What follows belongs to an exercise in optimizing a design on an open flow for small area and few clock cycles; a production flow would make more cautious choices. At most, simulation tests tie the RTL to the original design; equivalence was not proved. The RTL of run 1 was laid out without a check of its function. No activity file was given, so power comes from the tool's default toggle rates.

### config.mk
export PLATFORM = sky130hd
export DESIGN_NAME = uhf_core
export DESIGN_NICKNAME = uhf_core
export VERILOG_FILES = /design/flow/design.v
export SDC_FILE = /design/flow/constraint.sdc
export NUM_CORES = 4
export LEC_CHECK = 0
export CAP_MARGIN = 20
export CORE_MARGIN = 2
export CORE_UTILIZATION = 40
export CTS_BUF_LIST = sky130_fd_sc_hd__clkbuf_2 sky130_fd_sc_hd__clkbuf_4
export SLEW_MARGIN = 20
### constraint.sdc
create_clock -name core_clock -period 10.0 [get_ports {clk}]
set_input_delay 2.0000 -clock core_clock [delete_from_list [all_inputs] [get_ports {clk}]]
set_output_delay 2.0000 -clock core_clock [all_outputs]
set_load 0.01 [all_outputs]
### design.v
module uhf_core (
    input  wire        clk,
    input  wire        rst,
    input  wire        op_valid,
    output wire        op_ready,
    input  wire [7:0]  op_code,
    input  wire [7:0]  op_adr,
    input  wire [7:0]  op_cmd,
    input  wire [7:0]  op_len,
    input  wire [7:0]  op_rxlen,
    input  wire        in_valid,
    output reg         in_ready,
    input  wire [7:0]  in_data,
    output reg         out_valid,
    input  wire        out_ready,
    output reg  [7:0]  out_data,
    output reg         done,
    output reg  [2:0]  err,
    output reg  [7:0]  erroff,
    output reg  [7:0]  erridx,
    output wire [15:0] crc,
    output wire [7:0]  radr,
    output wire [7:0]  rcmd,
    output wire [7:0]  rplen,
    output wire [19:0] lowkhz,
    output wire [19:0] highkhz,
    output wire [7:0]  power,
    output wire [7:0]  scan,
    output wire [1:0]  mode,
    output wire        proto,
    output wire        buzz,
    output wire        awidth,
    output wire [1:0]  iface,
    output wire [2:0]  bank,
    output wire [7:0]  offs,
    output wire [7:0]  wlen,
    output wire [7:0]  filt,
    output wire [7:0]  eas,
    output wire [7:0]  offt,
    output wire        wgord,
    output wire        wgfmt,
    output wire [7:0]  wgivl,
    output wire [7:0]  wgpw,
    output wire [7:0]  wgpp
);
    localparam [2:0] E_NONE  = 3'd0;
    localparam [2:0] E_CSUM  = 3'd1;
    localparam [2:0] E_TRUNC = 3'd2;
    localparam [2:0] E_RANGE = 3'd3;
    localparam [2:0] E_FSHRT = 3'd5;
    localparam [2:0] E_RSHRT = 3'd6;
    localparam [2:0] E_ILLEG = 3'd7;
    localparam [2:0] S_IDLE = 3'd0;
    localparam [2:0] S_FIN  = 3'd1;    
    localparam [2:0] S_RECV = 3'd2;    
    localparam [2:0] S_HDR  = 3'd4;    
    localparam [2:0] S_PAY  = 3'd5;    
    localparam [2:0] S_TRL  = 3'd6;    
    function [15:0] crc_step;
        input [15:0] c_in;
        input [7:0]  b;
        integer k;
        reg [15:0] c;
        begin
            c = c_in ^ {8'h00, b};
            for (k = 0; k < 8; k = k + 1)
                c = c[0] ? ((c >> 1) ^ 16'h8408) : (c >> 1);
            crc_step = c;
        end
    endfunction
    function [7:0] inc8;
        input [7:0] a;
        integer i;
        reg c;
        begin
            c = 1'b1;
            for (i = 0; i < 8; i = i + 1) begin
                inc8[i] = a[i] ^ c;
                c = c & a[i];
            end
        end
    endfunction
    function [7:0] dec8;
        input [7:0] a;
        integer i;
        reg c;
        begin
            c = 1'b1;
            for (i = 0; i < 8; i = i + 1) begin
                dec8[i] = a[i] ^ c;
                c = c & ~a[i];
            end
        end
    endfunction
    function [15:0] add16;
        input [15:0] a, b;
        integer i;
        reg c;
        begin
            c = 1'b0;
            for (i = 0; i < 16; i = i + 1) begin
                add16[i] = a[i] ^ b[i] ^ c;
                c = (a[i] & b[i]) | (a[i] & c) | (b[i] & c);
            end
        end
    endfunction
    function [19:0] khz;
        input [7:0] x;
        begin
            khz = {add16(add16({8'd0, x}, 16'hDC5C), add16({5'd0, x, 3'd0}, {4'd0, x, 4'd0})), 4'b1000};
        end
    endfunction
    reg [2:0]  state;
    reg [2:0]  op_r;      
    reg [7:0]  rem;       
    reg [7:0]  cnt;       
    reg        trunc;     
    reg        bad_lo;    
    reg [15:0] crc_r;
    reg [7:0]  b0, b1, b4, b5, b6, b7, b8, b9, b10, b11, b12, b13, b14;
    reg [1:0]  b3;
    wire is_dec = op_r[2] ? (op_r != 3'd7) : (op_r == 3'd3);
    wire last   = (rem == 8'd1);
    wire tail   = (rem == 8'd2) || last;
    wire s_idle = (state == S_IDLE);
    wire s_fin  = (state == S_FIN);
    wire s_recv = (state == S_RECV);
    wire s_hdr  = (state == S_HDR);
    wire s_pay  = (state == S_PAY);
    wire s_trl  = (state == S_TRL);
    wire can_acc = s_idle || s_fin || (s_recv && is_dec && last) || (s_trl && cnt[0]);
    assign op_ready = s_idle || s_fin || (s_recv && is_dec && last && in_valid) ||
                      (s_trl && cnt[0] && out_ready);
    wire accept = op_valid && op_ready;
    wire op_hi0 = (op_code[7:3] == 5'd0);
    wire op_ok  = op_hi0 && (op_code[2:0] != 3'd0) && (op_code[2:0] != 3'd7) &&
                  !((op_code[2:0] == 3'd2) && (op_len[7:2] == 6'h3F));
    wire op_dec = op_hi0 && (op_code[2] ? !(op_code[1] && op_code[0]) : (op_code[1] && op_code[0]));
    wire [7:0] hdr_byte = cnt[1] ? b1 : (cnt[0] ? b0 : {inc8({2'b00, rem[7:2]}), rem[1:0]});
    always @(*) begin
        in_ready  = s_recv || (s_pay && out_ready);
        out_valid = s_hdr || s_trl || (s_pay && in_valid);
        case (state)
            S_HDR:   out_data = hdr_byte;
            S_TRL:   out_data = cnt[0] ? crc_r[15:8] : crc_r[7:0];
            default: out_data = in_data;
        endcase
    end
    wire in_fire  = in_valid && in_ready;
    wire out_fire = out_valid && out_ready;
    wire        crc_sel = op_valid && can_acc;
    wire [15:0] crc_nx  = crc_step(crc_sel ? 16'hFFFF : crc_r,
                                   crc_sel ? op_rxlen : (s_hdr ? hdr_byte : in_data));
    always @(posedge clk) begin
        if (rst) begin
            state <= S_IDLE;
        end else if (accept) begin
            op_r   <= op_ok ? op_code[2:0] : 3'd0;
            rem    <= op_len;
            cnt    <= 8'd0;
            trunc  <= (op_len != op_rxlen);
            bad_lo <= 1'b0;
            crc_r  <= op_dec ? crc_nx : 16'hFFFF;
            if (!op_ok)
                state <= S_FIN;
            else if (op_code == 8'd2)
                state <= S_HDR;
            else if (op_len == 8'd0)
                state <= S_FIN;
            else
                state <= S_RECV;
        end else begin
            case (state)
                S_FIN: state <= S_IDLE;
                S_RECV: if (in_fire) begin
                    rem <= dec8(rem);
                    cnt <= inc8(cnt);
                    if (!is_dec || !tail)
                        crc_r <= crc_nx;
                    if (rem == 8'd2)
                        bad_lo <= (in_data != crc_r[7:0]);
                    if (last)
                        state <= is_dec ? S_IDLE : S_FIN;
                end
                S_HDR: if (out_fire) begin
                    crc_r <= crc_nx;
                    cnt   <= inc8(cnt);
                    if (cnt[1]) begin
                        cnt   <= 8'd0;
                        state <= (rem == 8'd0) ? S_TRL : S_PAY;
                    end
                end
                S_PAY: if (out_fire) begin
                    crc_r <= crc_nx;
                    rem   <= dec8(rem);
                    if (last)
                        state <= S_TRL;
                end
                S_TRL: if (out_fire) begin
                    cnt <= inc8(cnt);
                    if (cnt[0])
                        state <= S_IDLE;
                end
                default: state <= S_IDLE;
            endcase
        end
    end
    always @(posedge clk) begin
        if (accept && op_code == 8'd2) begin
            b0 <= op_adr;
            b1 <= op_cmd;
        end else if (s_recv && in_fire && cnt[7:4] == 4'd0) begin
            case (cnt[3:0])
                4'd0:  b0  <= in_data;
                4'd1:  b1  <= in_data;
                4'd3:  b3  <= in_data[1:0];
                4'd4:  b4  <= in_data;
                4'd5:  b5  <= in_data;
                4'd6:  b6  <= in_data;
                4'd7:  b7  <= in_data;
                4'd8:  b8  <= in_data;
                4'd9:  b9  <= in_data;
                4'd10: b10 <= in_data;
                4'd11: b11 <= in_data;
                4'd12: b12 <= in_data;
                4'd13: b13 <= in_data;
                4'd14: b14 <= in_data;
                default: ;
            endcase
        end
    end
    always @(*) begin
        done = s_fin || (s_recv && is_dec && last && in_valid) ||
               (s_trl && cnt[0] && out_ready);
    end
    wire csum_bad = bad_lo || (in_data != crc_r[15:8]);
    always @(*) begin
        err    = E_NONE;
        erroff = 8'h00;
        erridx = 8'h00;
        if (op_r == 3'd0)
            err = E_ILLEG;
        else if (is_dec) begin
            if (trunc)
                err = E_TRUNC;
            else if ((cnt[7:2] == 6'd0 && !(cnt[1] && cnt[0])))
                err = E_FSHRT;
            else if (csum_bad)
                err = E_CSUM;
            else if (op_r == 3'd5 && (cnt[7:4] == 4'd0 && !(cnt[3] && cnt[2])))
                err = E_RSHRT;
            else if (op_r == 3'd6) begin
                if ((cnt[7:4] == 4'd0))
                    err = E_RSHRT;
                else if ((b7[7:2] != 6'd0)) begin
                    err = E_RANGE; erroff = 8'd7; erridx = b7;
                end else if (b8[4] && b8[1]) begin
                    err = E_RANGE; erroff = 8'd8; erridx = 8'd3;
                end else if ((b9[7:3] != 5'd0 || b9[2:0] == 3'd7)) begin
                    err = E_RANGE; erroff = 8'd9; erridx = b9;
                end
            end
        end
    end
    assign crc     = crc_r;
    assign radr    = b0;
    assign rcmd    = b1;
    assign rplen   = dec8(dec8(dec8(cnt)));
    assign highkhz = khz(b7);
    assign lowkhz  = khz(b8);
    assign power   = b9;
    assign scan    = b10;
    assign mode    = b7[1:0];
    assign proto   = b8[0];
    assign buzz    = b8[2];
    assign awidth  = b8[3];
    assign iface   = {b8[4], b8[1]};
    assign bank    = b9[2:0];
    assign offs    = b10;
    assign wlen    = b11;
    assign filt    = b12;
    assign eas     = b13;
    assign offt    = b14;
    assign wgord   = b3[1];
    assign wgfmt   = b3[0];
    assign wgivl   = b4;
    assign wgpw    = b5;
    assign wgpp    = b6;
endmodule
### flow/run.sh
#!/bin/bash
# The standard ORFS layout (the standard.sh), with two changes: every port
# still gets its own buffer, but of the smallest buffer cell, and the clock
# tree is built without dummy loads.
set -euo pipefail
bash standard.sh \
    "BUFFER_PORTS_ARGS=-buffer_cell sky130_fd_sc_hd__buf_1" \
    "CTS_ARGS=-sink_clustering_enable -repair_clock_nets -dont_use_dummy_load -buf_list sky130_fd_sc_hd__clkbuf_2 sky130_fd_sc_hd__clkbuf_4" \
    finish > make.log 2>&1
### standard.sh
#!/bin/bash
# synth_recipe.tcl (not shown) runs the flow's synth.tcl, then flattens the netlist and writes it again
# the make line also repeats each setting of config.mk as NAME=value (left out here)
make -C /OpenROAD-flow-scripts/flow DESIGN_CONFIG=/design/flow/config.mk WORK_HOME=/design/flow/orfs CLKGATE_MAP_FILE= SYNTH_SCRIPT=/design/flow/synth_recipe.tcl "${@:-finish}"
==> flow_summary.ini, run 1 <==
[floorplan]
std_cell_rows = 55
die_x_um = 156.7
die_h_um = 156.7
io_pins = 256
start_util_pct = 40.96

[placement]
finalWeightedCongestion = 0.8721
placed_area_sq_mm = 0.01033
numPortBuffers = 239
place_ws_ps = 3654
place_hpwl_um = 19760

[logic_synthesis]
synth_cell_types = 80
synth-seq-cells = 146
synth_seq_area_share_pct = 46.67
synthArstFlopShare_pct = 0
synth_edf_count = 143
syn_inst = 827
synth_warnings = 1
synth_area_sq_mm = 0.009329
avgSynthCellArea_sq_um = 11.28
synth_ff_type = edfxtp_1

[status]
firstError = [ERROR STA-0564] clock_tree_synthesis positional arguments not supported.
haltStage = 4_1_cts
status = aborted with a tool error
[through the flow]
stage,total power [mW],std cells
after floorplan,0.7976,841
after global placement,0.8503,1346
after detailed placement,0.8522,1346
[kinds of logic after synthesis]
logic type	after synthesis	share of synthesized area, %
AOI/OAI and AO/OA	162	12.34
xor gates and xnor gates	48	4.667
adders and majority gates	89	13.47
buffers and inverters	148	8.221
DFF	146	46.67
muxes	18	2.146
other	2	0.08050
and+or+nand+nor	214	12.41
[worst max path at each step]
stage	startpoint	to	slack [ps]	depth (start not counted)
after detailed placement	in_data[0]	erridx[0]	3650	8
after global placement	in_data[0]	erridx[0]	3710	8
after floorplan	b8[2]	lowkhz[16]	4340	19
[power groups by stage]
stage / combinational [mW] / clock [mW] / sequential [mW]
3_3_place_gp: 0.141 / 0 / 0.709
3_5_place_dp: 0.143 / 0 / 0.709
2_1_floorplan: 0.0930 / 0 / 0.705
[synthesized netlist by cell type, types with 2 or more instances]
master / n / area (sq um)
a211oi_2: 2 / 25.02
o211ai_1: 9 / 67.56
o21a_1: 4 / 30.03
and3_1: 5 / 31.28
o21ai_0: 32 / 160.2
nand2_1: 45 / 168.9
mux2_2: 12 / 135.1
a21oi_1: 43 / 215.2
clkbuf_1: 9 / 33.78
ha_1: 70 / 875.8
nand3_1: 18 / 90.09
xor2_1: 24 / 210.2
or2b_2: 2 / 17.52
a31o_2: 2 / 17.52
nand3b_1: 2 / 15.01
nor2b_1: 15 / 93.84
clkbuf_8: 3 / 41.29
buf_2: 7 / 35.03
and2_1: 27 / 168.9
xnor2_1: 22 / 192.7
nor4_1: 8 / 50.05
inv_1: 87 / 326.6
conb_1: 2 / 7.510
o211a_1: 3 / 30.03
o211ai_2: 2 / 25.02
o2111ai_1: 4 / 35.03
edfxtp_1: 143 / 4294
nor2_1: 47 / 176.4
a32oi_1: 2 / 17.52
dfxtp_1: 3 / 60.06
buf_8: 2 / 30.03
a21bo_2: 2 / 20.02
buf_4: 38 / 285.3
o2111a_1: 2 / 22.52
a21o_1: 24 / 180.2
fa_1: 19 / 380.4
o22ai_1: 4 / 25.02
nor3_1: 8 / 40.04
o311a_1: 3 / 30.03
mux2i_1: 5 / 50.05
nand4_1: 6 / 37.54
a211oi_1: 9 / 67.56
a211o_1: 2 / 17.52
nand2b_1: 13 / 81.33
==> run 2: changes to the inputs <==
--- a/design.v
+++ b/design.v
@@ -68,48 +68,6 @@
             crc_step = c;
         end
     endfunction
-    function [7:0] inc8;
-        input [7:0] a;
-        integer i;
-        reg c;
-        begin
-            c = 1'b1;
-            for (i = 0; i < 8; i = i + 1) begin
-                inc8[i] = a[i] ^ c;
-                c = c & a[i];
-            end
-        end
-    endfunction
-    function [7:0] dec8;
-        input [7:0] a;
-        integer i;
-        reg c;
-        begin
-            c = 1'b1;
-            for (i = 0; i < 8; i = i + 1) begin
-                dec8[i] = a[i] ^ c;
-                c = c & ~a[i];
-            end
-        end
-    endfunction
-    function [15:0] add16;
-        input [15:0] a, b;
-        integer i;
-        reg c;
-        begin
-            c = 1'b0;
-            for (i = 0; i < 16; i = i + 1) begin
-                add16[i] = a[i] ^ b[i] ^ c;
-                c = (a[i] & b[i]) | (a[i] & c) | (b[i] & c);
-            end
-        end
-    endfunction
-    function [19:0] khz;
-        input [7:0] x;
-        begin
-            khz = {add16(add16({8'd0, x}, 16'hDC5C), add16({5'd0, x, 3'd0}, {4'd0, x, 4'd0})), 4'b1000};
-        end
-    endfunction
     reg [2:0]  state;
     reg [2:0]  op_r;      
     reg [7:0]  rem;       
@@ -132,11 +90,10 @@
     assign op_ready = s_idle || s_fin || (s_recv && is_dec && last && in_valid) ||
                       (s_trl && cnt[0] && out_ready);
     wire accept = op_valid && op_ready;
-    wire op_hi0 = (op_code[7:3] == 5'd0);
-    wire op_ok  = op_hi0 && (op_code[2:0] != 3'd0) && (op_code[2:0] != 3'd7) &&
-                  !((op_code[2:0] == 3'd2) && (op_len[7:2] == 6'h3F));
-    wire op_dec = op_hi0 && (op_code[2] ? !(op_code[1] && op_code[0]) : (op_code[1] && op_code[0]));
-    wire [7:0] hdr_byte = cnt[1] ? b1 : (cnt[0] ? b0 : {inc8({2'b00, rem[7:2]}), rem[1:0]});
+    wire op_ok  = (op_code >= 8'd1) && (op_code <= 8'd6) &&
+                  !((op_code == 8'd2) && (op_len > 8'd251));
+    wire op_dec = (op_code >= 8'd3) && (op_code <= 8'd6);
+    wire [7:0] hdr_byte = cnt[1] ? b1 : (cnt[0] ? b0 : rem + 8'd4);
     always @(*) begin
         in_ready  = s_recv || (s_pay && out_ready);
         out_valid = s_hdr || s_trl || (s_pay && in_valid);
@@ -173,8 +130,8 @@
             case (state)
                 S_FIN: state <= S_IDLE;
                 S_RECV: if (in_fire) begin
-                    rem <= dec8(rem);
-                    cnt <= inc8(cnt);
+                    rem <= rem - 8'd1;
+                    cnt <= cnt + 8'd1;
                     if (!is_dec || !tail)
                         crc_r <= crc_nx;
                     if (rem == 8'd2)
@@ -184,7 +141,7 @@
                 end
                 S_HDR: if (out_fire) begin
                     crc_r <= crc_nx;
-                    cnt   <= inc8(cnt);
+                    cnt   <= cnt + 8'd1;
                     if (cnt[1]) begin
                         cnt   <= 8'd0;
                         state <= (rem == 8'd0) ? S_TRL : S_PAY;
@@ -192,12 +149,12 @@
                 end
                 S_PAY: if (out_fire) begin
                     crc_r <= crc_nx;
-                    rem   <= dec8(rem);
+                    rem   <= rem - 8'd1;
                     if (last)
                         state <= S_TRL;
                 end
                 S_TRL: if (out_fire) begin
-                    cnt <= inc8(cnt);
+                    cnt <= cnt + 8'd1;
                     if (cnt[0])
                         state <= S_IDLE;
                 end
@@ -243,20 +200,20 @@
         else if (is_dec) begin
             if (trunc)
                 err = E_TRUNC;
-            else if ((cnt[7:2] == 6'd0 && !(cnt[1] && cnt[0])))
+            else if (cnt < 8'd3)
                 err = E_FSHRT;
             else if (csum_bad)
                 err = E_CSUM;
-            else if (op_r == 3'd5 && (cnt[7:4] == 4'd0 && !(cnt[3] && cnt[2])))
+            else if (op_r == 3'd5 && cnt < 8'd12)
                 err = E_RSHRT;
             else if (op_r == 3'd6) begin
-                if ((cnt[7:4] == 4'd0))
+                if (cnt < 8'd16)
                     err = E_RSHRT;
-                else if ((b7[7:2] != 6'd0)) begin
+                else if (b7 > 8'd3) begin
                     err = E_RANGE; erroff = 8'd7; erridx = b7;
                 end else if (b8[4] && b8[1]) begin
                     err = E_RANGE; erroff = 8'd8; erridx = 8'd3;
-                end else if ((b9[7:3] != 5'd0 || b9[2:0] == 3'd7)) begin
+                end else if (b9 > 8'd6) begin
                     err = E_RANGE; erroff = 8'd9; erridx = b9;
                 end
             end
@@ -265,9 +222,9 @@
     assign crc     = crc_r;
     assign radr    = b0;
     assign rcmd    = b1;
-    assign rplen   = dec8(dec8(dec8(cnt)));
-    assign highkhz = khz(b7);
-    assign lowkhz  = khz(b8);
+    assign rplen   = cnt - 8'd3;
+    assign highkhz = 20'd902600 + 20'd400 * {12'd0, b7};
+    assign lowkhz  = 20'd902600 + 20'd400 * {12'd0, b8};
     assign power   = b9;
     assign scan    = b10;
     assign mode    = b7[1:0];
==> run.sh (new file) <==
#!/bin/bash
# synth_recipe.tcl (not shown) runs the flow's synth.tcl, then flattens the netlist and writes it again
# the make line also repeats each setting of config.mk as NAME=value (left out here)
make -C /OpenROAD-flow-scripts/flow DESIGN_CONFIG=/design/flow/config.mk WORK_HOME=/design/flow/orfs CLKGATE_MAP_FILE= SYNTH_SCRIPT=/design/flow/synth_recipe.tcl finish
--- a/config.mk
+++ b/config.mk
@@ -8,5 +8,4 @@
 export CAP_MARGIN = 20
 export CORE_MARGIN = 2
 export CORE_UTILIZATION = 40
-export CTS_BUF_LIST = sky130_fd_sc_hd__clkbuf_2 sky130_fd_sc_hd__clkbuf_4
 export SLEW_MARGIN = 20
removed: flow/run.sh
removed: standard.sh
==> flow_summary.ini, run 2 <==
[status]
status = finished clean

[route]
first_pass_iters = 5
route.detailed.drc = 0
finalWirelength_um = 27990
antenna_left = 0
wl_per_cell_um = 19.00
drt-initial-drc-count = 472
vias = 7766
vias_per_cell = 5.272

[cts]
cts_buffer_depth = 2
cts-buffers-inserted = 17
cts_setup_buffers = 0
cts.sinks = 146
ctsHoldBuffers = 0
cts_resized = 0
clk_pin_slew_ps = 70
cts_tree = yes
htreeDepth = 4
clockRootBuffer = clkbuf_16
clock_latency_ps = 430

[grt]
grt-ovfl-total = 0
top_usage_layer = met2
grt_use_met3_pct = 3.892
grtUsageMet2_pct = 39.46
groute.usage.overall_pct = 22.36
grt_pass1_vias = 7596
use_met1_pct = 27.98
grt_start_max_net_pins = 38
grt_pass1_wl_um = 42080
grt_antenna_before_repair = 0

[critical_path]
end_kind = output pin
reg2reg_depth = 8
r2r_end = b6[1]
crit_start = in_data[5]
critical_path_class = in -> out
start_kind = primary input
reg2reg_from = state[1]
cp-endpoint = erridx[0]
cp_max_fo = 16
cp.arrival_ps = 5360
required_ps = 8000
r2r_slack_ps = 6400

[finish]
regMostFlops = crc_r
largest_reg_flops = 16
area_growth_pct = 32.17
layout_common_cells = 239 x clkdlybuf4s50_1, 143 x edfxtp_1, 125 x nand2_1
drive_above_1_share_pct = 4.853
fillers = 2106
stdcell_count = 1473
diodes = 0
nets = 1274
final_util_pct = 53.85
final_common_cell = clkdlybuf4s50_1

[pwr]
ir_worst_vdd_mv = 0.1122
finalPower_mw = 1.489
p_leak_nw = 4.847
p_per_area_mw_per_mm2 = 117.8

[floorplan]
start_util_pct = 40.75
std_cell_rows = 56
core_sq_mm = 0.02347
die_x_um = 158.6
io_pins = 256
die_area_sq_mm = 0.02516
die_h_um = 158.6

[logic_synthesis]
synth_seq_area_share_pct = 45.53
synth_warnings = 1
yosysTopAreaCellShare_pct = 44.90
synth_area_leaders = edfxtp_1 45%, ha_1 9.7%, nand2_1 4.9%
synth_ff_type = edfxtp_1
yosys.cell_count.top_type = edfxtp_1
avgSynthCellArea_sq_um = 10.27
syn_inst = 931
synth_cell_types = 73
synth-seq-cells = 146
synth_edf_count = 143
yosysTopAreaCell = edfxtp_1
synth_common_cells = 143 x edfxtp_1, 125 x nand2_1, 74 x ha_1, 65 x nor2_1
synth_area_sq_mm = 0.009564
synthArstFlopShare_pct = 0

[sta]
max_freq_ghz = 0.1360
tightest_slew_ps = 993.5
whs_ps = 685.2
min_period_ps = 7356
slew_viol_final = 0
slew-limit-headroom_pct = 33.76
finalSetupViolations = 0
tns_ps = 0
min_period_over_period_pct = 73.56
fin_worst_skew_ps = 9.411
rsz0062_at_grt = false
hold_violations = 0

[flow_run]
drv_cap = 0

[placement]
dp.cells = 1441
finalWeightedCongestion = 0.8833
place_hpwl_um = 21630
numPortBuffers = 239

[worst_hold_path]
min_from = rem[0]
hp-class = reg -> reg
## run 2: cell count changes after synthesis, moves of 10 or more
cell / previous run / this run
xor2_1: 24 / 50
clkbuf_1: 9 / 19
fa_1: 19 / 6
mux2_2: 12 / 1
nand2_1: 45 / 125
o21ai_1: 0 / 29
inv_1: 87 / 38
and2_1: 27 / 13
a21o_1: 24 / 4
xnor2_1: 22 / 38
nor2_1: 47 / 65
o21ai_0: 32 / 14
## run 2: logic make-up (layout without fill, tap and decap cells)
family / Yosys count / after routing / synth area share (%)
simple gates: 320 / 320 / 16.00
compound gates: 166 / 166 / 11.09
flops: 146 / 146 / 45.53
buf+inv: 111 / 320 / 5.992
xor+xnor: 93 / 93 / 8.987
fa+ha+maj: 80 / 80 / 10.94
mux: 13 / 13 / 1.387
other cells: 2 / 16 / 0.07852
## run 2: metal layers
metal,share of wire [%],routed length (um)
met4,2.3,654
met2,50,13860
met1,42,11810
met5,0,0
met3,5.9,1661
## run 2: worst min-delay path by stage
stage	slack, ps	depth (start not counted)	endpoint
after CTS	690	1	rem[0]
after global routing	700	1	rem[0]
after global placement	680	1	rem[0]
final	690	1	rem[0]
after floorplan	620	1	rem[0]
after detailed placement	680	1	rem[0]
## run 2: worst max-delay path: stages
cell and delay, ps:
clkdlybuf4s50_1 850, xnor2_1 360, nand4_1 110, or4_1 460, or4_1 730, a211oi_1 250, clkdlybuf4s50_1 580
## run 2: final cells by class
type                    instances  area [sq um]  area share (%)
inverters                      42         157.7           1.247
well taps                     319         399.1           3.157
multi-input cells             688          4700           37.18
flip-flops and latches        146          4354           34.45
clock buffers                  17         425.4           3.365
clock inverters                15         160.2           1.267
repair buffers                246          2445           19.34
## run 2: stage by stage
stage | setup slack (ps) | cell area [sq um]
final | 2644 | 12640
after global routing | 2423 | 12640
after CTS | 2654 | 12640
after detailed placement | 2662 | 12060
after global placement | 2739 | 12060
after floorplan | 4277 | 9617
## run 2: power by group
part	leakage (nW)	switching (mW)	internal, mW
Sequential	1.31	0.0172	0.683
Clock	0.277	0.292	0.334
Combinational	3.26	0.0890	0.0735
Total	4.85	0.398	1.09
Testbench counts of run 2, summed over its fixed seeds: cycles 34,925.
==> run 3: changes to the inputs <==
--- a/design.v
+++ b/design.v
@@ -68,6 +68,54 @@
             crc_step = c;
         end
     endfunction
+    function [7:0] inc8;
+        input [7:0] a;
+        integer i;
+        reg c;
+        begin
+            c = 1'b1;
+            for (i = 0; i < 8; i = i + 1) begin
+                inc8[i] = a[i] ^ c;
+                c = c & a[i];
+            end
+        end
+    endfunction
+    function [7:0] dec8;
+        input [7:0] a;
+        integer i;
+        reg c;
+        begin
+            c = 1'b1;
+            for (i = 0; i < 8; i = i + 1) begin
+                dec8[i] = a[i] ^ c;
+                c = c & ~a[i];
+            end
+        end
+    endfunction
+    function [15:0] add16;
+        input [15:0] a, b;
+        integer i;
+        reg c;
+        begin
+            c = 1'b0;
+            for (i = 0; i < 16; i = i + 1) begin
+                add16[i] = a[i] ^ b[i] ^ c;
+                c = (a[i] & b[i]) | (a[i] & c) | (b[i] & c);
+            end
+        end
+    endfunction
+    function [19:0] khz;
+        input [7:0] x;
+        reg [15:0] a, b, k, s, cy;
+        begin
+            a  = {8'd0, x};
+            b  = {5'd0, x, 3'd0};
+            k  = 16'hDC5C;
+            s  = a ^ b ^ k;
+            cy = ((a & b) | (a & k) | (b & k)) << 1;
+            khz = {add16(add16(s, cy), {4'd0, x, 4'd0}), 4'b1000};
+        end
+    endfunction
     reg [2:0]  state;
     reg [2:0]  op_r;      
     reg [7:0]  rem;       
@@ -90,10 +138,11 @@
     assign op_ready = s_idle || s_fin || (s_recv && is_dec && last && in_valid) ||
                       (s_trl && cnt[0] && out_ready);
     wire accept = op_valid && op_ready;
-    wire op_ok  = (op_code >= 8'd1) && (op_code <= 8'd6) &&
-                  !((op_code == 8'd2) && (op_len > 8'd251));
-    wire op_dec = (op_code >= 8'd3) && (op_code <= 8'd6);
-    wire [7:0] hdr_byte = cnt[1] ? b1 : (cnt[0] ? b0 : rem + 8'd4);
+    wire op_hi0 = (op_code[7:3] == 5'd0);
+    wire op_ok  = op_hi0 && (op_code[2:0] != 3'd0) && (op_code[2:0] != 3'd7) &&
+                  !((op_code[2:0] == 3'd2) && (op_len[7:2] == 6'h3F));
+    wire op_dec = op_hi0 && (op_code[2] ? !(op_code[1] && op_code[0]) : (op_code[1] && op_code[0]));
+    wire [7:0] hdr_byte = cnt[0] ? (cnt[1] ? b1 : {inc8({2'b00, rem[7:2]}), rem[1:0]}) : b0;
     always @(*) begin
         in_ready  = s_recv || (s_pay && out_ready);
         out_valid = s_hdr || s_trl || (s_pay && in_valid);
@@ -114,7 +163,7 @@
         end else if (accept) begin
             op_r   <= op_ok ? op_code[2:0] : 3'd0;
             rem    <= op_len;
-            cnt    <= 8'd0;
+            cnt    <= 8'hFD;
             trunc  <= (op_len != op_rxlen);
             bad_lo <= 1'b0;
             crc_r  <= op_dec ? crc_nx : 16'hFFFF;
@@ -130,8 +179,8 @@
             case (state)
                 S_FIN: state <= S_IDLE;
                 S_RECV: if (in_fire) begin
-                    rem <= rem - 8'd1;
-                    cnt <= cnt + 8'd1;
+                    rem <= dec8(rem);
+                    cnt <= inc8(cnt);
                     if (!is_dec || !tail)
                         crc_r <= crc_nx;
                     if (rem == 8'd2)
@@ -141,20 +190,19 @@
                 end
                 S_HDR: if (out_fire) begin
                     crc_r <= crc_nx;
-                    cnt   <= cnt + 8'd1;
-                    if (cnt[1]) begin
-                        cnt   <= 8'd0;
+                    cnt   <= inc8(cnt);
+                    if (cnt[1] && cnt[0]) begin
                         state <= (rem == 8'd0) ? S_TRL : S_PAY;
                     end
                 end
                 S_PAY: if (out_fire) begin
                     crc_r <= crc_nx;
-                    rem   <= rem - 8'd1;
+                    rem   <= dec8(rem);
                     if (last)
                         state <= S_TRL;
                 end
                 S_TRL: if (out_fire) begin
-                    cnt <= cnt + 8'd1;
+                    cnt <= inc8(cnt);
                     if (cnt[0])
                         state <= S_IDLE;
                 end
@@ -166,22 +214,22 @@
         if (accept && op_code == 8'd2) begin
             b0 <= op_adr;
             b1 <= op_cmd;
-        end else if (s_recv && in_fire && cnt[7:4] == 4'd0) begin
-            case (cnt[3:0])
-                4'd0:  b0  <= in_data;
-                4'd1:  b1  <= in_data;
-                4'd3:  b3  <= in_data[1:0];
-                4'd4:  b4  <= in_data;
-                4'd5:  b5  <= in_data;
-                4'd6:  b6  <= in_data;
-                4'd7:  b7  <= in_data;
-                4'd8:  b8  <= in_data;
-                4'd9:  b9  <= in_data;
-                4'd10: b10 <= in_data;
-                4'd11: b11 <= in_data;
-                4'd12: b12 <= in_data;
-                4'd13: b13 <= in_data;
-                4'd14: b14 <= in_data;
+        end else if (s_recv && in_fire) begin
+            case (cnt)
+                8'hFD: b0  <= in_data;
+                8'hFE: b1  <= in_data;
+                8'h00: b3  <= in_data[1:0];
+                8'h01: b4  <= in_data;
+                8'h02: b5  <= in_data;
+                8'h03: b6  <= in_data;
+                8'h04: b7  <= in_data;
+                8'h05: b8  <= in_data;
+                8'h06: b9  <= in_data;
+                8'h07: b10 <= in_data;
+                8'h08: b11 <= in_data;
+                8'h09: b12 <= in_data;
+                8'h0A: b13 <= in_data;
+                8'h0B: b14 <= in_data;
                 default: ;
             endcase
         end
@@ -200,20 +248,20 @@
         else if (is_dec) begin
             if (trunc)
                 err = E_TRUNC;
-            else if (cnt < 8'd3)
+            else if ((cnt[7:2] == 6'h3F))
                 err = E_FSHRT;
             else if (csum_bad)
                 err = E_CSUM;
-            else if (op_r == 3'd5 && cnt < 8'd12)
+            else if (op_r == 3'd5 && (cnt[7:4] == 4'd0 && !(cnt[3] && (cnt[2] || cnt[1] || cnt[0]))))
                 err = E_RSHRT;
             else if (op_r == 3'd6) begin
-                if (cnt < 8'd16)
+                if (cnt[7:4] == 4'd0 && !(cnt[3] && cnt[2] && (cnt[1] || cnt[0])))
                     err = E_RSHRT;
-                else if (b7 > 8'd3) begin
+                else if ((b7[7:2] != 6'd0)) begin
                     err = E_RANGE; erroff = 8'd7; erridx = b7;
                 end else if (b8[4] && b8[1]) begin
                     err = E_RANGE; erroff = 8'd8; erridx = 8'd3;
-                end else if (b9 > 8'd6) begin
+                end else if ((b9[7:3] != 5'd0 || b9[2:0] == 3'd7)) begin
                     err = E_RANGE; erroff = 8'd9; erridx = b9;
                 end
             end
@@ -222,9 +270,9 @@
     assign crc     = crc_r;
     assign radr    = b0;
     assign rcmd    = b1;
-    assign rplen   = cnt - 8'd3;
-    assign highkhz = 20'd902600 + 20'd400 * {12'd0, b7};
-    assign lowkhz  = 20'd902600 + 20'd400 * {12'd0, b8};
+    assign rplen   = cnt;
+    assign highkhz = khz(b7);
+    assign lowkhz  = khz(b8);
     assign power   = b9;
     assign scan    = b10;
     assign mode    = b7[1:0];
==> flow/run.sh (new file) <==
#!/bin/bash
# The standard ORFS layout (the standard.sh), with two changes: every port
# still gets its own buffer, but of the smallest buffer cell, and the clock
# tree is built from small clock buffers without dummy loads.
set -euo pipefail
bash standard.sh \
    "BUFFER_PORTS_ARGS=-buffer_cell sky130_fd_sc_hd__buf_1" \
    "CTS_ARGS=-sink_clustering_enable -repair_clock_nets -dont_use_dummy_load -buf_list {sky130_fd_sc_hd__clkbuf_2 sky130_fd_sc_hd__clkbuf_4 sky130_fd_sc_hd__clkbuf_8}" \
    finish > make.log 2>&1
==> standard.sh (new file) <==
#!/bin/bash
# synth_recipe.tcl (not shown) runs the flow's synth.tcl, then flattens the netlist and writes it again
# the make line also repeats each setting of config.mk as NAME=value (left out here)
make -C /OpenROAD-flow-scripts/flow DESIGN_CONFIG=/design/flow/config.mk WORK_HOME=/design/flow/orfs CLKGATE_MAP_FILE= SYNTH_SCRIPT=/design/flow/synth_recipe.tcl "${@:-finish}"
removed: run.sh
==> flow_summary.ini, run 3 <==
[finish]
regMostFlops = crc_r
area_growth_pct = 14.22
finalInstanceArea_sq_mm = 0.009997
layout_common_cells = 243 x buf_1, 143 x edfxtp_1, 82 x inv_1
drive_above_1_share_pct = 4.208
final_common_cell = buf_1
nets = 1123
largest_reg_flops = 16
diodes = 0

[critical_path]
slowest_delay_ps = 470
cp.arrival_ps = 5420
start_kind = register
crit_top_cell = fa_1
critical-path-slowest-cell = fa_1
critical_path_buf_inv_count = 6
required_ps = 8000
end_kind = output pin
cp_cell_sequence = inv_1, ha_1, inv_1, ha_1, inv_1, fa_1, fa_1, fa_1, fa_1, fa_1, fa_1, fa_1, fa_1, mux2i_1, inv_1, ha_1, inv_1, buf_1
critical_path_class = reg -> out
cp_max_fo = 3
cpLargestDelayFamily = adder cells

[logic_synthesis]
yosys.cell_count.top_type = edfxtp_1
synth_area_sq_mm = 0.008752
syn_inst = 782
synthArstFlopShare_pct = 0
synth-seq-cells = 146
synth_warnings = 1
yosysTopAreaCell = edfxtp_1
yosysTopAreaCellShare_pct = 49.06
synth-simple-area-share_pct = 12.12
synth_seq_area_share_pct = 49.75
synth_xor_area_share_pct = 4.489
synth_ff_type = edfxtp_1
synthAdderAreaFrac_pct = 11.89
avgSynthCellArea_sq_um = 11.19
synth_top_family_by_area = simple AND/OR/NAND/NOR gates
synth_edf_count = 143
synth_area_leaders = edfxtp_1 49%, ha_1 6.9%, fa_1 5.0%
synth_mux_area_share_pct = 2.473
synth_compound_area_share_pct = 11.19
synth_common_cells = 143 x edfxtp_1, 82 x inv_1, 49 x nor2_1, 48 x ha_1, 45 x o21ai_0
synth_cell_types = 65

[route]
antenna_left = 0
wl_per_cell_um = 19.08
vias = 6654
first_pass_iters = 5
vias_per_cell = 5.207
drt-initial-drc-count = 414
route.detailed.drc = 0
finalWirelength_um = 24390

[floorplan]
die_h_um = 151.9
start_util_pct = 40.48
io_pins = 256
die_x_um = 151.9
die_area_sq_mm = 0.02308
std_cell_rows = 54
core_sq_mm = 0.02162

[placement]
place_hpwl_um = 18400
place_ws_ps = 3045
placed_area_sq_mm = 0.009763
finalWeightedCongestion = 0.8752
numPortBuffers = 243

[cts]
cts_buffer_depth = 2
clk_pin_slew_ps = 100
cts_resized = 0
cts_tree = yes
clockRootBuffer = clkbuf_8
htreeDepth = 4
cts-buffers-inserted = 17
cts_setup_buffers = 0
ctsHoldBuffers = 0
cts.sinks = 146
clock_latency_ps = 460

[sta]
hold_violations = 0
tns_ps = 0
whs_ps = 664.4
setup_ws_ps = 2580
fin_worst_skew_ps = 51.37
finalSetupViolations = 0
tightest_slew_ps = 1117
max_freq_ghz = 0.1348
slew-limit-headroom_pct = 25.56
slew_viol_final = 0
rsz0062_at_grt = false
min_period_ps = 7420
min_period_over_period_pct = 74.20

[pwr]
p_per_area_mw_per_mm2 = 115.9
p_leak_nw = 3.753
ir_worst_vdd_mv = 0.07283

[worst_hold_path]
hp-class = reg -> reg

[flow_run]
drv_cap = 0

[grt]
grt_start_max_net_pins = 48
grt_pass1_wl_um = 37580
groute.usage.overall_pct = 21.03
grt-ovfl-total = 0
grt_pass1_vias = 6497
grt_antenna_before_repair = 1

[status]
status = finished clean
[run 3: cell types whose count changed in the layout (fill, tap and decap cells not counted), sizes merged, moves of 26 or more]
| cell | before | now |
|---|---|---|
| ha | 74 | 48 |
| clkdlybuf4s50 | 239 | 0 |
| buf | 7 | 255 |
| inv | 51 | 82 |
| nand2 | 125 | 43 |
| xor2 | 52 | 20 |
[run 3: cell type report]
cell class	count	area (sq um)
Sequential cell	146	4354
Inverter	82	307.8
Tap cell	280	350.3
Fill cell	2088	11620
Clock buffer	17	234.0
Timing Repair Buffer	255	1002
Multi-Input combinational cell	498	3749
[run 3: worst register-to-register path, cell delays in order (launching register included)]
cell and delay [ps]:
dfxtp_1 310, buf_4 310, nor3b_2 570, o21ai_1 300, o21ai_1 540, nand2_1 760
a21oi_1 940
[run 3: worst paths after layout]
path | depth (start not counted) | to | slack (ps) | startpoint
setup reg to reg | 6 | cnt[7] | 5870 | state[1]
hold reg to reg | 2 | cnt[7] | 660 | cnt[7]
setup / recovery | 18 | lowkhz[17] | 2580 | b8[3]
hold / removal | 2 | cnt[7] | 660 | cnt[7]
[run 3: logic make-up after synthesis]
kind of cell | count (synthesis)
fa+ha+maj | 70
flops | 146
mux | 21
other cells | 2
simple gates | 199
compound gates | 152
buf+inv | 148
xor+xnor | 44
[run 3: metal layers]
metal / global-route usage, % / vias to the layer above / share of wire [%]
met1: 26.30 / 3180 / 42
met5: 0 / - / 0.053
met3: 4.735 / 24 / 6.6
met2: 36.53 / 296 / 50
met4: 6.231 / 2 / 1.7
li1: - / 3152 / -
[run 3: through the flow]
step / power [mW] / utilization (%) / std cells
final: 1.158 / 46.24 / 1278
after floorplan: 0.7822 / - / 792
after CTS: 1.170 / 46.24 / 1278
after detailed placement: 0.8331 / 45.16 / 1261
after global routing: 1.209 / 46.24 / 1278
after global placement: 0.8313 / 45.16 / 1261
[run 3: power breakdown]
part           switching, mW  internal (mW)
registers             0.0135          0.682
logic                 0.0770         0.0471
clock network          0.189          0.150
Testbench counts of run 3, summed over its fixed seeds: cycles 34,925.
==> run 4: changes to the inputs <==
==> flow/run.sh (replaced) <==
#!/bin/bash
# The standard layout (standard.sh) with these changes:
#  - synthesis: the standard flow's synthesis script, with an area-oriented final ABC
#    mapping and without the separate half/full-adder cell mapping;
#  - every port still gets its own buffer, of the smallest buffer cell;
#  - the clock tree is built from small clock buffers, without dummy loads.
set -euo pipefail
here=$(pwd)
export FLOW_SYNTH_TCL="$here/synth_recipe.tcl"
export AREA_ABC_SCRIPT="$here/flow/area.abc"
bash standard.sh \
    "SYNTH_SCRIPT=$here/flow/synth.tcl" \
    "ADDER_MAP_FILE=" \
    "BUFFER_PORTS_ARGS=-buffer_cell sky130_fd_sc_hd__buf_1" \
    "CTS_ARGS=-sink_clustering_enable -repair_clock_nets -dont_use_dummy_load -buf_list {sky130_fd_sc_hd__clkbuf_2 sky130_fd_sc_hd__clkbuf_4 sky130_fd_sc_hd__clkbuf_8}" \
    finish > make.log 2>&1
==> flow/area.abc (new file) <==
&get -n
&st
&dch
&nf -R 1000
&put
==> flow/synth.tcl (new file) <==
# The standard synthesis (synth_recipe.tcl, sourced unchanged), with one
# change: the final technology mapping uses an area-oriented ABC script
# (flow/area.abc) and no delay target. Registers, their names and cell types
# are untouched.
proc abc {args} {
  set i [lsearch -exact $args -script]
  if {$i >= 0} { set args [lreplace $args $i [expr {$i + 1}] -script $::env(AREA_ABC_SCRIPT)] }
  set j [lsearch -exact $args -D]
  if {$j >= 0} { set args [lreplace $args $j [expr {$j + 1}]] }
  yosys abc {*}$args
}
source $::env(FLOW_SYNTH_TCL)
==> flow_summary.ini, run 4 <==
[logic_synthesis]
synth_top_family_by_area = simple AND/OR/NAND/NOR gates
yosys.cell_count.top_type = edfxtp_1
synthAdderAreaFrac_pct = 1.015
synth_common_cells = 143 x edfxtp_1, 132 x nand2_1, 91 x nor2_1, 68 x xnor2_1, 44 x a21oi_1
synth_cell_types = 47
synth_warnings = 1
yosysTopAreaCellShare_pct = 54.45
synth_xor_area_share_pct = 11.77
synth_area_sq_mm = 0.007886
yosysTopAreaCell = edfxtp_1
synth_edf_count = 143
synth_compound_area_share_pct = 9.329
syn_inst = 753
synth_mux_area_share_pct = 0.3808
synth_ff_type = edfxtp_1
avgSynthCellArea_sq_um = 10.47
synth_seq_area_share_pct = 55.21
synth-seq-cells = 146
synth-simple-area-share_pct = 18.10
synth_area_leaders = edfxtp_1 54%, xnor2_1 7.6%, nand2_1 6.3%
synthArstFlopShare_pct = 0

[critical_path]
cp_num_cells = 10
cp_cell_sequence = buf_1, xnor2_1, nand4_1, nor3_1, nand2_1, or4_1, nor2_1, nor2_1, nor2_1, buf_1
cpLargestDelayFamily = simple AND/OR/NAND/NOR gates
start_kind = primary input
r2r_slack_ps = 5840
crit_start = in_data[0]
end_kind = output pin
critical_path_buf_inv_count = 2
critical-path-slowest-cell = or4_1
reg2reg_from = rem[5]
cp_max_fo = 17
required_ps = 8000
critical_path_class = in -> out
cp.arrival_ps = 4700
cp-endpoint = erridx[2]
r2r_end = crc_r[9]
slowest_delay_ps = 690
crit_top_cell = nor2_1
reg2reg_depth = 9

[worst_hold_path]
hp-class = reg -> reg

[floorplan]
core_sq_mm = 0.01940
start_util_pct = 40.65
die_h_um = 144.4
die_area_sq_mm = 0.02085
std_cell_rows = 51
io_pins = 256
die_x_um = 144.4

[cts]
cts_resized = 0
cts_tree = yes
cts-buffers-inserted = 17
clockRootBuffer = clkbuf_8
cts.sinks = 146
ctsHoldBuffers = 0
clk_pin_slew_ps = 60
cts_buffer_depth = 2
htreeDepth = 4
cts_setup_buffers = 0
clock_latency_ps = 460

[route]
antenna_left = 0
vias_per_cell = 5.178
first_pass_iters = 5
drt-initial-drc-count = 565
finalWirelength_um = 23100
route.detailed.drc = 0
wl_per_cell_um = 18.22
vias = 6566

[sta]
tightest_slew_ps = 982.5
slew_viol_final = 0
fin_worst_skew_ps = 37.35
hold_violations = 0
finalSetupViolations = 0
tns_ps = 0
rsz0062_at_grt = false
min_period_ps = 6697
slew-limit-headroom_pct = 34.50
min_period_over_period_pct = 66.97
max_freq_ghz = 0.1493

[placement]
place_hpwl_um = 17650
numPortBuffers = 239
finalWeightedCongestion = 0.8752
placed_area_sq_mm = 0.009029

[grt]
groute.usage.overall_pct = 21.86
grt_pass1_wl_um = 33760
grt_antenna_before_repair = 0
grt_start_max_net_pins = 25
grt-ovfl-total = 0
grt_pass1_vias = 5898

[finish]
layout_common_cells = 239 x buf_1, 143 x edfxtp_1, 132 x nand2_1
nets = 1058
drive_above_1_share_pct = 3.789
area_growth_pct = 17.64
diodes = 0
finalInstanceArea_sq_mm = 0.009278
regMostFlops = crc_r
multi_input_area_sq_mm = 0.003288
largest_reg_flops = 16
final_common_cell = buf_1
regArea_sq_mm = 0.004354
fillers = 1921

[flow_run]
drv_cap = 0

[pwr]
p_leak_nw = 3.024
ir_worst_vdd_mv = 0.09198
p_per_area_mw_per_mm2 = 124.1

[status]
status = finished clean
[run 4: report_power, final]
part	switching [mW]	internal, mW
Sequential	0.0163	0.685
Combinational	0.0733	0.0419
Clock	0.186	0.149
[run 4: logic make-up (layout without fill, tap and decap cells)]
family          count (synthesis)  in the layout
simple gates                  320            320
fa+ha+maj                       8              8
mux                             3              3
xor+xnor                      106            106
buf+inv                        50            286
other cells                     2             16
compound gates                118            118
flops                         146            146
[run 4: layout make-up]
class / instances / share of cell area [%]
clock buffers: 17 / 2.522
inverters: 14 / 0.5664
flip-flops and latches: 146 / 46.93
multi-input cells: 571 / 35.44
repair buffers: 255 / 10.96
well taps: 265 / 3.574
[run 4: worst min-delay path: cells and delay by family (launching register included)]
kind / cells / cell delay (ps)
compound gates: 1 / 50
simple gates: 1 / 90
flops: 1 / 380
[run 4: worst min path at each step]
stage | from | end | cells after the start
final | state[2] | state[2] | 2
after global routing | state[2] | state[2] | 2
after CTS | state[2] | state[2] | 2
after detailed placement | state[2] | state[2] | 2
after global placement | state[2] | state[2] | 2
after floorplan | state[2] | state[2] | 2
[run 4: layer usage]
metal	global-route usage, %	wire [um]	vias to the layer above
met5	0	0	-
met4	7.614	557	0
met3	4.868	1773	38
met2	36.14	11170	324
met1	28.41	9603	3076
li1	-	-	3128
[run 4: per-stage QoR]
stage | setup WS, ps | utilization (%) | cells | hold slack (ps) | total power [mW]
final | 3303 | 47.83 | 1268 | 568.8 | 1.152
after global routing | 2911 | 47.83 | 1268 | 598.3 | 1.195
after CTS | 3265 | 47.75 | 1268 | 561.2 | 1.158
after detailed placement | 3259 | 46.54 | 1251 | 548.6 | 0.8281
after global placement | 3358 | 46.52 | 1251 | 540.5 | 0.8267
after floorplan | 4249 | - | 767 | 494.4 | 0.7798
==> run 5: changes to the inputs <==
--- a/design.v
+++ b/design.v
@@ -104,7 +104,7 @@
             end
         end
     endfunction
-    function [19:0] khz;
+    function [15:0] khz16;
         input [7:0] x;
         reg [15:0] a, b, k, s, cy;
         begin
@@ -113,7 +113,7 @@
             k  = 16'hDC5C;
             s  = a ^ b ^ k;
             cy = ((a & b) | (a & k) | (b & k)) << 1;
-            khz = {add16(add16(s, cy), {4'd0, x, 4'd0}), 4'b1000};
+            khz16 = add16(add16(s, cy), {4'd0, x, 4'd0});
         end
     endfunction
     reg [2:0]  state;
@@ -125,6 +125,8 @@
     reg [15:0] crc_r;
     reg [7:0]  b0, b1, b4, b5, b6, b7, b8, b9, b10, b11, b12, b13, b14;
     reg [1:0]  b3;
+    wire is_info = (op_r == 3'd5);
+    wire [15:0] khz_in = khz16(in_data);
     wire is_dec = op_r[2] ? (op_r != 3'd7) : (op_r == 3'd3);
     wire last   = (rem == 8'd1);
     wire tail   = (rem == 8'd2) || last;
@@ -222,14 +224,20 @@
                 8'h01: b4  <= in_data;
                 8'h02: b5  <= in_data;
                 8'h03: b6  <= in_data;
-                8'h04: b7  <= in_data;
-                8'h05: b8  <= in_data;
+                8'h04: begin
+                    b7 <= in_data;
+                    if (is_info) {b12, b11} <= khz_in;
+                end
+                8'h05: begin
+                    b8 <= in_data;
+                    if (is_info) {b14, b13} <= khz_in;
+                end
                 8'h06: b9  <= in_data;
                 8'h07: b10 <= in_data;
-                8'h08: b11 <= in_data;
-                8'h09: b12 <= in_data;
-                8'h0A: b13 <= in_data;
-                8'h0B: b14 <= in_data;
+                8'h08: if (!is_info) b11 <= in_data;
+                8'h09: if (!is_info) b12 <= in_data;
+                8'h0A: if (!is_info) b13 <= in_data;
+                8'h0B: if (!is_info) b14 <= in_data;
                 default: ;
             endcase
         end
@@ -271,8 +279,8 @@
     assign radr    = b0;
     assign rcmd    = b1;
     assign rplen   = cnt;
-    assign highkhz = khz(b7);
-    assign lowkhz  = khz(b8);
+    assign highkhz = {b12, b11, 4'b1000};
+    assign lowkhz  = {b14, b13, 4'b1000};
     assign power   = b9;
     assign scan    = b10;
     assign mode    = b7[1:0];
==> flow_summary.ini, run 5 <==
[logic_synthesis]
yosysTopAreaCellShare_pct = 53.78
synth_area_leaders = edfxtp_1 54%, xnor2_1 5.6%, buf_4 5.6%
synth_warnings = 1
synth_cell_types = 42
synth_area_sq_mm = 0.007817
yosysTopAreaCell = edfxtp_1
yosys.cell_count.top_type = edfxtp_1
syn_inst = 751
synth_common_cells = 140 x edfxtp_1, 110 x nand2_1, 105 x nor2_1, 58 x buf_4, 52 x a21oi_1
synthArstFlopShare_pct = 0
synth_edf_count = 140
synth_seq_area_share_pct = 54.55
avgSynthCellArea_sq_um = 10.41
synth_ff_type = edfxtp_1
synth-seq-cells = 143

[critical_path]
r2r_slack_ps = 5870
required_ps = 8000
start_kind = primary input
reg2reg_depth = 10
r2r_end = crc_r[10]
cp_cell_sequence = buf_1, buf_4, xnor2_1, nand4_1, nor3_1, nand4_1, or3_1, o21ai_0, buf_1
critical-path-slowest-cell = or3_1
cp.arrival_ps = 4500
end_kind = output pin
slowest_delay_ps = 520
cp_num_cells = 9
critical_path_buf_inv_count = 3
critical_path_class = in -> out
reg2reg_from = rem[5]
cpLargestDelayFamily = simple AND/OR/NAND/NOR gates
cp_max_fo = 23

[placement]
place_ws_ps = 3474
place_hpwl_um = 16870
finalWeightedCongestion = 0.9370
dp.cells = 1232
numPortBuffers = 243

[route]
vias = 6514
route.detailed.drc = 0
drt-initial-drc-count = 434
wl_per_cell_um = 18.13
finalWirelength_um = 22650
first_pass_iters = 4
antenna_left = 0
vias_per_cell = 5.215

[status]
status = finished clean

[cts]
cts_buffer_depth = 2
cts.sinks = 143
cts_setup_buffers = 0
cts-buffers-inserted = 17
ctsHoldBuffers = 0
clk_pin_slew_ps = 50
cts_resized = 0
cts_tree = yes
clock_latency_ps = 450
clockRootBuffer = clkbuf_8
htreeDepth = 4

[sta]
hold_violations = 0
max_freq_ghz = 0.1538
setup_ws_ps = 3497
finalSetupViolations = 0
min_period_ps = 6503
rsz0062_at_grt = false
tns_ps = 0
min_period_over_period_pct = 65.03
slew-limit-headroom_pct = 24.86
slew_viol_final = 0
tightest_slew_ps = 1119
fin_worst_skew_ps = 34.19

[grt]
grt_antenna_before_repair = 0
grt_start_max_net_pins = 25
groute.usage.overall_pct = 21.74
grt_pass1_vias = 5937
grt-ovfl-total = 0
grt_pass1_wl_um = 33290

[floorplan]
io_pins = 256
start_util_pct = 40.43
die_h_um = 143.8
die_x_um = 143.8
std_cell_rows = 51
core_sq_mm = 0.01933
die_area_sq_mm = 0.02068

[worst_hold_path]
min_to = state[0]
worstHoldPathCells = 2
min_from = state[0]
hp-class = reg -> reg

[pwr]
swShare_pct = 36.68
p_leak_nw = 2.927
p_per_area_mw_per_mm2 = 200.2
clockPowerShare_pct = 18.8
power_frac_seq_pct = 45.6
combinationalPowerShare_pct = 35.6
p_int_mw = 1.151
finalPower_mw = 1.817
p_switching_mw = 0.6665
ir_worst_vdd_mv = 0.1155

[finish]
stdcell_count = 1249
regMostFlops = crc_r
fillers = 1856
diodes = 0
nets = 1039
area_growth_pct = 16.09
largest_reg_flops = 16
layout_common_cells = 243 x buf_1, 140 x edfxtp_1, 110 x nand2_1
drive_above_1_share_pct = 4.268
final_common_cell = buf_1

[flow_run]
drv_cap = 0
run 5: changes by cell type in the layout (fill, tap and decap cells not counted), sizes merged, moves of 6 or more:
cell    previous run  this run
mux2               0         6
a21oi             44        52
buf              255       264
clkinv            14         6
nor2              91       105
xnor2             68        50
o21a               6         0
nand2            132       110
run 5: layer usage:
layer  global-route usage (%)  part of all wire [%]  vias up
met5                        0                     0        -
met4                    7.430                   2.3        0
met3                    5.165                   6.9       30
met2                    35.59                    47      301
met1                    28.35                    44     3089
li1                         -                     -     3094
run 5: tightest hold or removal path, stage by stage (launching register included):
cell and delay [ps]:
dfxtp_1 330, nor2_1 110, a211oi_1 50
run 5: worst max-delay path by stage:
stage | to | startpoint
2_1_floorplan | erridx[0] | in_data[5]
3_3_place_gp | erridx[0] | in_data[4]
3_5_place_dp | erridx[0] | in_data[4]
4_1_cts | erridx[0] | in_data[4]
5_1_grt | erridx[0] | in_data[4]
6_report | erridx[0] | in_data[4]
run 5: layout make-up:
cell class                      count  area [sq um]  share of cell area, %
Sequential cell                   143          4264                  46.99
Multi-Input combinational cell    554          3153                  34.74
Timing Repair Buffer              264          1070                  11.79
Tap cell                          265         331.6                  3.654
Clock buffer                       17         234.0                  2.578
Inverter                            6         22.52                 0.2482
run 5: kinds of logic (layout without fill, tap and decap cells):
group	Yosys count	in the layout	synth area share, %
buffers and inverters	64	287	5.858
AO/OA/AOI/OAI	129	129	10.07
adder cells (fa/ha/maj)	6	6	0.7683
XOR/XNOR	84	84	9.411
other	2	12	0.09607
flip-flops	143	143	54.55
AND/OR/NAND/NOR	313	313	17.88
multiplexers	10	10	1.376
run 5: stage by stage:
step                      util (%)  area (sq um)  hold WS, ps
final                        46.94          9075        545.6
after global routing         46.94          9075        603.2
after CTS                    46.91          9070        541.7
after detailed placement     45.70          8836        535.0
after global placement       45.67          8831        534.3
after floorplan                  -          7855        501.6
run 5: power by group through the flow:
stage / Clock [mW] / Sequential (mW) / Combinational [mW]
floorplan: 0 / 0.830 / 0.442
global placement: 0 / 0.841 / 0.640
detailed placement: 0 / 0.841 / 0.644
CTS: 0.350 / 0.828 / 0.648
global route: 0.373 / 0.837 / 0.721
finish: 0.341 / 0.829 / 0.647
Testbench counts of run 5, summed over its fixed seeds: cycles 34,925.
==> run 6: changes to the inputs <==
--- a/flow/run.sh
+++ b/flow/run.sh
@@ -12,5 +12,5 @@
     "SYNTH_SCRIPT=$here/flow/synth.tcl" \
     "ADDER_MAP_FILE=" \
     "BUFFER_PORTS_ARGS=-buffer_cell sky130_fd_sc_hd__buf_1" \
-    "CTS_ARGS=-sink_clustering_enable -repair_clock_nets -dont_use_dummy_load -buf_list {sky130_fd_sc_hd__clkbuf_2 sky130_fd_sc_hd__clkbuf_4 sky130_fd_sc_hd__clkbuf_8}" \
+    "CTS_ARGS=-sink_clustering_enable -repair_clock_nets -dont_use_dummy_load -sink_clustering_size 30 -sink_clustering_max_diameter 150 -buf_list {sky130_fd_sc_hd__clkbuf_8}" \
     finish > make.log 2>&1
==> flow_summary.ini, run 6 <==
[status]
status = finished clean

[cts]
cts_buffer_depth = 2
clock_latency_ps = 450
clockRootBuffer = clkbuf_8
ctsHoldBuffers = 0
cts-buffers-inserted = 17
htreeDepth = 4
cts_resized = 0
cts_setup_buffers = 0
clk_pin_slew_ps = 50
cts.sinks = 143
cts_tree = yes

[floorplan]
die_area_sq_mm = 0.02068
io_pins = 256
die_h_um = 143.8
start_util_pct = 40.43
die_x_um = 143.8
std_cell_rows = 51
core_sq_mm = 0.01933

[finish]
fillers = 1856
final_common_cell = buf_1
regMostFlops = crc_r
diodes = 0
nets = 1039
layout_common_cells = 243 x buf_1, 140 x edfxtp_1, 110 x nand2_1
finalInstanceArea_sq_mm = 0.009075
area_growth_pct = 16.09
largest_reg_flops = 16
drive_above_1_share_pct = 4.268
final_util_pct = 46.94
stdcell_count = 1249

[critical_path]
end_kind = output pin
reg2reg_from = rem[5]
critical_path_class = in -> out
crit_start = in_data[4]
r2r_slack_ps = 5870
start_kind = primary input
required_ps = 8000
cp.arrival_ps = 4500
cp_max_fo = 23

[pwr]
p_leak_nw = 2.927
p_per_area_mw_per_mm2 = 200.2
ir_worst_vdd_mv = 0.1155

[route]
vias = 6514
drt-initial-drc-count = 434
route.detailed.drc = 0
finalWirelength_um = 22650
vias_per_cell = 5.215
wl_per_cell_um = 18.13
antenna_left = 0
first_pass_iters = 4

[placement]
place_ws_ps = 3474
finalWeightedCongestion = 0.9370
numPortBuffers = 243
placed_area_sq_mm = 0.008836
dp.cells = 1232
place_hpwl_um = 16870

[logic_synthesis]
yosysTopAreaCellShare_pct = 53.78
synth_common_cells = 140 x edfxtp_1, 110 x nand2_1, 105 x nor2_1, 58 x buf_4, 52 x a21oi_1
synth_seq_area_share_pct = 54.55
synth-seq-cells = 143
synthArstFlopShare_pct = 0
yosysTopAreaCell = edfxtp_1
synth_area_leaders = edfxtp_1 54%, xnor2_1 5.6%, buf_4 5.6%
synth_ff_type = edfxtp_1
synth_edf_count = 140
synth_warnings = 1
synth_area_sq_mm = 0.007817
avgSynthCellArea_sq_um = 10.41
syn_inst = 751
yosys.cell_count.top_type = edfxtp_1
synth_cell_types = 42

[sta]
rsz0062_at_grt = false
min_period_ps = 6503
tns_ps = 0
finalSetupViolations = 0
max_freq_ghz = 0.1538
hold_violations = 0
min_period_over_period_pct = 65.03
slew_viol_final = 0
setup_ws_ps = 3497
fin_worst_skew_ps = 34.19
tightest_slew_ps = 1119
slew-limit-headroom_pct = 24.86

[grt]
grt_pass1_vias = 5937
grt_antenna_before_repair = 0
grt-ovfl-total = 0
groute.usage.overall_pct = 21.74
grt_start_max_net_pins = 25
grt_pass1_wl_um = 33290

[worst_hold_path]
hp-class = reg -> reg
min_from = state[0]

[flow_run]
drv_cap = 0
-- run 6: cell counts in the layout (fill, tap and decap cells not counted) --
Identical to the previous run, type by type.
-- run 6: per-stage QoR --
| stage | total power, mW | hold slack (ps) |
|---|---|---|
| floorplan | 1.271 | 501.6 |
| global placement | 1.481 | 534.3 |
| detailed placement | 1.486 | 535.0 |
| CTS | 1.826 | 541.7 |
| global route | 1.931 | 603.2 |
| finish | 1.817 | 545.6 |
-- run 6: worst paths after layout --
path,end,cells after the start
worst max-delay path,erridx[0],9
worst min register to register,state[0],2
worst min-delay path,state[0],2
worst max register to register,crc_r[10],10
-- run 6: report_power, final --
part	switching [mW]	total [mW]	internal, mW
logic	0.401	0.647	0.246
registers	0.0744	0.829	0.755
clock network	0.191	0.341	0.150
-- run 6: cell type report --
type	count	area, sq um	share of cell area [%]
flip-flops and latches	143	4264	46.99
multi-input cells	554	3153	34.74
repair buffers	264	1070	11.79
well taps	265	331.6	3.654
clock buffers	17	234.0	2.578
inverters	6	22.52	0.2482
-- run 6: critical path: stages --
cell and delay, ps:
buf_1 80, buf_4 320, xnor2_1 160, nand4_1 100, nor3_1 480, nand4_1 480
or3_1 520, o21ai_0 180, buf_1 170
-- run 6: kinds of logic after synthesis --
| family | share of synthesized area, % |
|---|---|
| buffers and inverters | 5.858 |
| xor gates and xnor gates | 9.411 |
| other | 0.09607 |
| AOI/OAI and AO/OA | 10.07 |
| and+or+nand+nor | 17.88 |
| DFF | 54.55 |
| muxes | 1.376 |
| adders and majority gates | 0.7683 |
-- run 6: routing by layer --
layer / up-vias / wire length [um] / track usage [%]
li1: 3094 / - / -
met3: 30 / 1556 / 5.165
met5: - / 0 / 0
met2: 301 / 10550 / 35.59
met4: 0 / 527 / 7.430
met1: 3089 / 10010 / 28.35

==> static timing again, ports no longer ideal <==
No port has a modelled driver above. Below, the same layouts with a new extraction and two added sets of constraints.
Step 1: set_driving_cell puts a clkbuf_16 on clk and a buf_2 on each other input, an assumption about the parent block.
Step 2 adds t to the input delays and takes it off the output delays; t is the mean of the earliest and latest rising clock arrival at the registers after step 1. Input paths then give back, and output paths get back, about the clock's delay inside the block.
Three values: no drivers, after step 1, after step 2; two values: the first two.
run | shift t [ns] | setup WS [ns] | worst data-port slew with drivers (ns)
run 2 | 0.467 | 2.644 / 2.621 / 2.621 | 0.06
run 3 | 0.473 | 2.580 / 2.543 / 3.015 | 0.06
run 4 | 0.474 | 3.303 / 3.277 / 3.277 | 0.05
run 5 | 0.478 | 3.497 / 3.474 / 3.474 | 0.07
run 6 | 0.478 | 3.497 / 3.474 / 3.474 | 0.07
After both steps setup and hold are still met in every run listed. The setup slack of run 4, which loses most, moves by -0.026 ns with the drivers and by -0.026 ns with both steps.
